Context: an optimization exercise on an open-source flow, tuned for small area, a short achievable clock period and few clock cycles per item. The choices shown serve that exercise and are no tape-out recipe. RTL that was checked went through simulation tests only; none was proved equivalent to the original.

== willow ==
## ldsdk_pll
module ldsdk_pll #(
    parameter integer P_TICKS   = 240000,
    parameter integer REF_POINT = 1000,
    parameter integer TC        = 10,
    parameter integer K_CLIP    = 2,
    parameter integer G_LEAD    = 3,
    parameter integer G_CLIP    = 1,
    parameter integer G_INT     = 24,
    parameter integer SCALE     = 5,
    parameter integer TRIM_BITS = 10
) (
    input  wire                 clk,
    input  wire                 rst,
    input  wire                 in_valid,
    output wire                 in_ready,
    input  wire [15:0]          in_fn,
    input  wire [31:0]          in_t,
    input  wire                 in_wait_sync,
    input  wire                 in_sf_valid,
    input  wire [15:0]          in_sf_frame,
    output reg                  done,
    output reg                  start,
    output reg  [TRIM_BITS-1:0] trim_out,
    output reg                  sat,
    output wire [31:0]          phase,
    output wire [31:0]          err,
  ...
For scale: roughly 2500 cells after synthesis, roughly 370 flip-flops, about 21000 um^2 of cells after synthesis.
export LEC_CHECK = 0
export ABC_AREA = 1
export CAP_MARGIN = 20
export CORE_MARGIN = 2
export CORE_UTILIZATION = 70
export CTS_CLUSTER_DIAMETER = 80
export CTS_CLUSTER_SIZE = 18
export PLACE_DENSITY = 0.85
export SLEW_MARGIN = 20
create_clock -name core_clock -period 70.0 [get_ports {clk}]
standard.sh (not shown) runs the stock make flow with config.mk's settings and CLKGATE_MAP_FILE= SYNTH_SCRIPT=/design/flow/synth_recipe.tcl, a recipe that flattens the netlist after the stock synthesis.
==> flow/flow/run.sh <==
#!/bin/bash
# The standard layout (standard.sh) with three changes:
#  - synthesis maps the combinational logic with flow/abc_nf.script, an
#    area-oriented ABC script (&nf with relaxed delay), in place of ORFS's
#    abc_area.script; everything else in synthesis is synth_recipe.tcl as is
#    (synth -nofsm -noshare, flatten, renames; registers untouched by ABC);
#    ADDER_MAP_FILE is left empty, so the adders are not extracted into
#    fa/ha cells first but mapped by ABC with the rest of the logic
#  - the port buffers are sky130_fd_sc_hd__buf_1
#  - after placement, flow/upsize.tcl gives the flip-flops that drive
#    several output ports a stronger drive (dfxtp_4)
# Each ORFS step's full log stays in orfs/logs/; make's output goes to
# standard_place.log and standard_finish.log, the resizing step's to upsize.log.
set -e
here=$(pwd)
{
  echo "proc abc {args} {"
  echo "  set i [lsearch -exact \$args -script]"
  echo "  if {\$i >= 0} { lset args [expr {\$i + 1}] $here/flow/abc_nf.script }"
  echo "  yosys abc {*}\$args"
  echo "}"
  cat synth_recipe.tcl
} > synth_abc_nf.tcl
args=("SYNTH_SCRIPT=$here/synth_abc_nf.tcl" "ADDER_MAP_FILE=" "BUFFER_PORTS_ARGS=-buffer_cell sky130_fd_sc_hd__buf_1")
bash standard.sh "${args[@]}" place > standard_place.log 2>&1
UPSIZE_RESULTS=$here/orfs/results/sky130hd/ldsdk_pll/base openroad -no_init -exit flow/upsize.tcl > upsize.log 2>&1
bash standard.sh "${args[@]}" finish > standard_finish.log 2>&1
==> flow/flow/abc_nf.script <==
strash
&get -n
&fraig -x
&put
dc2
strash
&get -n
&dch -f
&nf -R 1000 -p
&put
buffer -c
topo
stime -c
upsize -c
dnsize -c
Other scripts of this flow, unchanged in this note and not shown: flow/flow/upsize.tcl
Testbench counts of willow, summed over its fixed seeds: cycles 3,224, items 3,200.
### willow -> ember
-- flow/flow/run.sh --
<<< willow, line 5
#    abc_area.script; everything else in synthesis is synth_recipe.tcl as is
#    (synth -nofsm -noshare, flatten, renames; registers untouched by ABC);
#    ADDER_MAP_FILE is left empty, so the adders are not extracted into
#    fa/ha cells first but mapped by ABC with the rest of the logic
#  - the port buffers are sky130_fd_sc_hd__buf_1
>>> ember, line 5
#    abc_area.script; everything else in synthesis is synth_recipe.tcl as is
#    (synth -nofsm -noshare, flatten, renames; registers untouched by ABC)
#  - the port buffers are sky130_fd_sc_hd__buf_1
<<< willow, line 23
} > synth_abc_nf.tcl
args=("SYNTH_SCRIPT=$here/synth_abc_nf.tcl" "ADDER_MAP_FILE=" "BUFFER_PORTS_ARGS=-buffer_cell sky130_fd_sc_hd__buf_1")
bash standard.sh "${args[@]}" place > standard_place.log 2>&1
>>> ember, line 21
} > synth_abc_nf.tcl
args=("SYNTH_SCRIPT=$here/synth_abc_nf.tcl" "BUFFER_PORTS_ARGS=-buffer_cell sky130_fd_sc_hd__buf_1")
bash standard.sh "${args[@]}" place > standard_place.log 2>&1
[summary]
ember ends up with a clock period minus worst slack that is 0.55 ns lower than in willow.
ember ends up with a die footprint that is 4.5% higher than in willow.
A source of the critical timing path of sz is what willow shows, while phase_q[17] belongs to ember.
[compare] base=willow new=ember: via count of the first global-routing pass has decreased; total global-route track usage was more or less identical; highest clock rate shows an increase of 3.6%; layout overhead on the synthesized area moved down.
Between ember and willow, worst relative slew slack is lower for willow, ember comes in above that.
Setup changes, ember to maple
-- flow/flow/run.sh --
<<< ember, line 3
#  - synthesis maps the combinational logic with flow/abc_nf.script, an
#    area-oriented ABC script (&nf with relaxed delay), in place of ORFS's
#    abc_area.script; everything else in synthesis is synth_recipe.tcl as is
#    (synth -nofsm -noshare, flatten, renames; registers untouched by ABC)
#  - the port buffers are sky130_fd_sc_hd__buf_1
>>> maple, line 3
#  - synthesis maps the combinational logic with flow/abc_nf.script, an
#    area-oriented ABC script (&nf, delay relaxed by 20%), in place of ORFS's
#    abc_area.script; everything else in synthesis is synth_recipe.tcl as is
#    (synth -nofsm -noshare, flatten, renames; registers untouched by ABC);
#    ADDER_MAP_FILE is left empty, so the adders are not extracted into
#    fa/ha cells first but mapped by ABC with the rest of the logic
#  - the port buffers are sky130_fd_sc_hd__buf_1
<<< ember, line 21
} > synth_abc_nf.tcl
args=("SYNTH_SCRIPT=$here/synth_abc_nf.tcl" "BUFFER_PORTS_ARGS=-buffer_cell sky130_fd_sc_hd__buf_1")
bash standard.sh "${args[@]}" place > standard_place.log 2>&1
>>> maple, line 23
} > synth_abc_nf.tcl
args=("SYNTH_SCRIPT=$here/synth_abc_nf.tcl" "ADDER_MAP_FILE=" "BUFFER_PORTS_ARGS=-buffer_cell sky130_fd_sc_hd__buf_1")
bash standard.sh "${args[@]}" place > standard_place.log 2>&1
-- flow/flow/abc_nf.script --
<<< ember, line 8
&dch -f
&nf -R 1000 -p
&put
>>> maple, line 8
&dch -f
&nf -R 20 -p
&put
==> notes.md <==
Diff maple and ember: die span in y higher in ember
ember → maple: final cycle utilization of the critical path now larger, sequential share of layout area +1.2 points.
Summary: with ember as the reference, first-pass GRT wire length in maple moved down slightly.

========
ldsdk_pll, a different RTL version from the one above (not shown whole).
Size: about 3100 cells after synthesis, about 350 flip-flops, roughly 24000 sq um of cells after synthesis.
// ldsdk_pll
module ldsdk_pll #(
    parameter integer P_TICKS   = 240000,
    parameter integer REF_POINT = 1000,
    parameter integer TC        = 10,
    parameter integer K_CLIP    = 2,
    parameter integer G_LEAD    = 3,
    parameter integer G_CLIP    = 1,
    parameter integer G_INT     = 24,
    parameter integer SCALE     = 5,
    parameter integer TRIM_BITS = 10
) (
    input  wire                 clk,
    input  wire                 rst,
    input  wire                 in_valid,
    output wire                 in_ready,
    input  wire [15:0]          in_fn,
    input  wire [31:0]          in_t,
    input  wire                 in_wait_sync,
    input  wire                 in_sf_valid,
    input  wire [15:0]          in_sf_frame,
    output reg                  done,
    output reg                  start,
    output reg  [TRIM_BITS-1:0] trim_out,
    output reg                  sat,
    output wire [31:0]          phase,
    output wire [31:0]          err,
    output reg  [15:0]          last_fn,
    output wire [31:0]          last_fts,
    output reg                  fault
);
    function [32:0] add_rc;
        input [31:0] a;
        input [31:0] b;
  ...
clock: 70.0 ns
lec_check: 0
abc_area: 1
cap_margin: 20
core_margin: 2
core_utilization: 70
cts_cluster_diameter: 80
cts_cluster_size: 18
place_density: 0.85
slew_margin: 20
==> flow/flow/run.sh <==
#!/bin/bash
bash standard.sh "BUFFER_PORTS_ARGS=-buffer_cell sky130_fd_sc_hd__buf_1" finish > standard_flow.log 2>&1
Edit:
==> flow/flow/run.sh (replaced) <==
#!/bin/bash
# The standard layout (standard.sh) with two changes:
#  - synthesis maps the combinational logic with flow/abc_nf.script, an
#    area-oriented ABC script (&nf with relaxed delay), in place of ORFS's
#    abc_area.script; everything else in synthesis is synth_recipe.tcl as is
#    (synth -nofsm -noshare, flatten, renames; registers untouched by ABC)
#  - the port buffers are sky130_fd_sc_hd__buf_1
# Each tool's full output stays in orfs/logs/; make's output goes to
# standard_flow.log.
set -e
here=$(pwd)
{
  echo "proc abc {args} {"
  echo "  set i [lsearch -exact \$args -script]"
  echo "  if {\$i >= 0} { lset args [expr {\$i + 1}] $here/flow/abc_nf.script }"
  echo "  yosys abc {*}\$args"
  echo "}"
  cat synth_recipe.tcl
} > synth_abc_nf.tcl
bash standard.sh "SYNTH_SCRIPT=$here/synth_abc_nf.tcl" \
  "BUFFER_PORTS_ARGS=-buffer_cell sky130_fd_sc_hd__buf_1" finish > standard_flow.log 2>&1
==> flow/flow/abc_nf.script (new file) <==
strash
&get -n
&fraig -x
&put
dc2
strash
&get -n
&dch -f
&nf -R 1000 -p
&put
buffer -c
topo
stime -c
upsize -c
dnsize -c
CORE_UTILIZATION = 40   (was 70)
PLACE_DENSITY = default   (was 0.85)
Result: Design area shrinks by 3.2%; hold slack hardly moves; worst setup slack is worse by 0.45 ns; wire length drops by 13%; global-route usage shrinks by 17 points.
Edit:
==> flow/flow/run.sh (replaced) <==
#!/bin/bash
bash standard.sh "BUFFER_PORTS_ARGS=-buffer_cell sky130_fd_sc_hd__buf_1" finish > standard_flow.log 2>&1
removed: flow/flow/abc_nf.script
Effect: Core utilization rose by 0.27 points; synthesized area is higher by 4.8%; sequential cell count is unchanged; final area goes up by 5.3%; final cell count came out higher by 17%; worst setup slack improves by 0.40 ns; first-iteration DRC count climbs by 14%; sequential share of layout area falls by 1.5 points; via count is higher by 12%.
Function was not checked in any run of this note: the RTL went through the layout flow alone.

========
## run C
ldsdk_pll, a different RTL version from the one above (not shown whole).
Size in the first run: roughly 3000 cells after synthesis, ~200 I/O pins, ~23000 sq um of cells after synthesis.
Settings: LEC_CHECK=0, ABC_AREA=1, CAP_MARGIN=20, CORE_MARGIN=2, CORE_UTILIZATION=40, SLEW_MARGIN=20; clock period 70.0 ns.
==> flow/flow/run.sh <==
#!/bin/bash
bash standard.sh "BUFFER_PORTS_ARGS=-buffer_cell sky130_fd_sc_hd__buf_1" finish > standard_flow.log 2>&1
--- input diff run C..run E ---
# run C
export LEC_CHECK = 0
export ABC_AREA = 1
export CAP_MARGIN = 20
export CORE_MARGIN = 2
export CORE_UTILIZATION = 40
export SLEW_MARGIN = 20
create_clock -name core_clock -period 70.0 [get_ports {clk}]
# run E
export LEC_CHECK = 0
export ABC_AREA = 1
export CAP_MARGIN = 20
export CORE_MARGIN = 2
export CORE_UTILIZATION = 40
export CTS_CLUSTER_DIAMETER = 80
export CTS_CLUSTER_SIZE = 18
export SLEW_MARGIN = 20
create_clock -name core_clock -period 70.0 [get_ports {clk}]
==> notes.md <==
Clock-buffer cell count: run E vs run C down 15. Density: run E sparser than run C.
No functional check of the RTL was part of any run of this note.

========
Another version of the RTL of ldsdk_pll (not shown whole).
Size: roughly 350 flip-flops, about 200 I/O pins.
export LEC_CHECK = 0
export ABC_AREA = 1
export CAP_MARGIN = 20
export CORE_MARGIN = 2
export CORE_UTILIZATION = 40
export CTS_BUF_LIST = sky130_fd_sc_hd__clkbuf_4
export SLEW_MARGIN = 20
create_clock -name core_clock -period 70.0 [get_ports {clk}]
run.sh (not shown) runs the stock make flow with config.mk's settings and CLKGATE_MAP_FILE= SYNTH_SCRIPT=/design/flow/synth_recipe.tcl, a recipe that flattens the netlist after the stock synthesis.
Stock flow here: none of the scripts above is used.
Testbench counts at the start, summed over its fixed seeds: cycles 3,224, items 3,200.
Then changed:
ABC_AREA = unset   (was 1)
CTS_BUF_LIST = unset   (was sky130_fd_sc_hd__clkbuf_4)
Outcome: Global-route usage rises by 0.49 points; non-clock buffer count rises by 11; count of clock-buffer cells in the layout falls by 82; worst hold slack hardly moves; area after synthesis rises by 10%; routed wire length rises by about 16%; final area rises by 9.0%; maximum frequency falls by 14%.
Then changed:
ABC_AREA = 1   (was unset)
CTS_BUF_LIST = sky130_fd_sc_hd__clkbuf_8   (was unset)
Result: Worst setup slack gets better by 2.8 ns; sequential share of layout area goes up by 2.0 points; final area goes down by 8.0%; core utilization goes up by 0.47 points; via count goes down by 7.4%; register-to-register slack gets better by 4.0 ns; first-iteration DRC count goes down by 29%; global-route usage goes down by 0.75 points; non-clock buffer count goes down by 11.
Then changed:
CTS_BUF_LIST = unset   (was sky130_fd_sc_hd__clkbuf_8)
What happened: The new run finished clean. Non-clock buffer count does not change. Via count stays flat. Count of clock-buffer cells in the layout is lower by 23. Area after synthesis stays the same. Die area is unchanged.

## afterwards: timing with drivers on the ports
In the flow no input, the clock included, has a driving cell. The finished layouts below were timed again as built, in two steps.
Step 1, drivers: a clkbuf_16 drives clk and a buf_2 each remaining input, both assumed.
Step 2 times the ports against the registers' clock, not the clock port: input delays grow and output delays shrink by t, the midpoint of the rising clock arrivals with the driver on.
Three values: ideal, step 1, step 2; two values: the first two.
| run | t, ns | setup WS [ns] | slew at the worst register clock pin (ns) |
|---|---|---|---|
| willow | 0.603 | 54.249 / 54.249 / 53.997 | 0.08 / 0.08 |
| ember | 0.606 | 54.797 / 54.749 / 54.302 | 0.08 / 0.08 |
| maple | 0.611 | 54.537 / 54.568 / 53.957 | 0.09 / 0.09 |
| the first run of note 2 | 0.609 | 54.497 / 54.446 / 54.322 | 0.08 / 0.08 |
| the second run of note 2 | 0.620 | 54.051 / 54.051 / 54.051 | 0.08 / 0.08 |
| the third run of note 2 | 0.627 | 54.448 / 54.490 / 53.863 | 0.08 / 0.08 |
| run C | 0.629 | 54.595 / 54.553 / 54.508 | 0.07 / 0.07 |
| run E | 0.646 | 54.577 / 54.519 / 54.542 | 0.08 / 0.08 |
| the first run of note 4 | 0.852 | 53.936 / 53.881 / 53.704 | 0.08 / 0.08 |
| the second run of note 4 | 0.622 | 51.221 / 51.221 / 51.221 | 0.06 / 0.06 |
| the third run of note 4 | 0.722 | 54.058 / 54.005 / 53.733 | 0.07 / 0.07 |
| the fourth run of note 4 | 0.617 | 54.158 / 54.099 / 53.720 | 0.07 / 0.07 |
After both steps setup and hold are still met in every run listed. For the third run of note 2, which loses most, drivers alone change the setup slack by +0.042 ns; drivers and shift together by -0.585 ns.
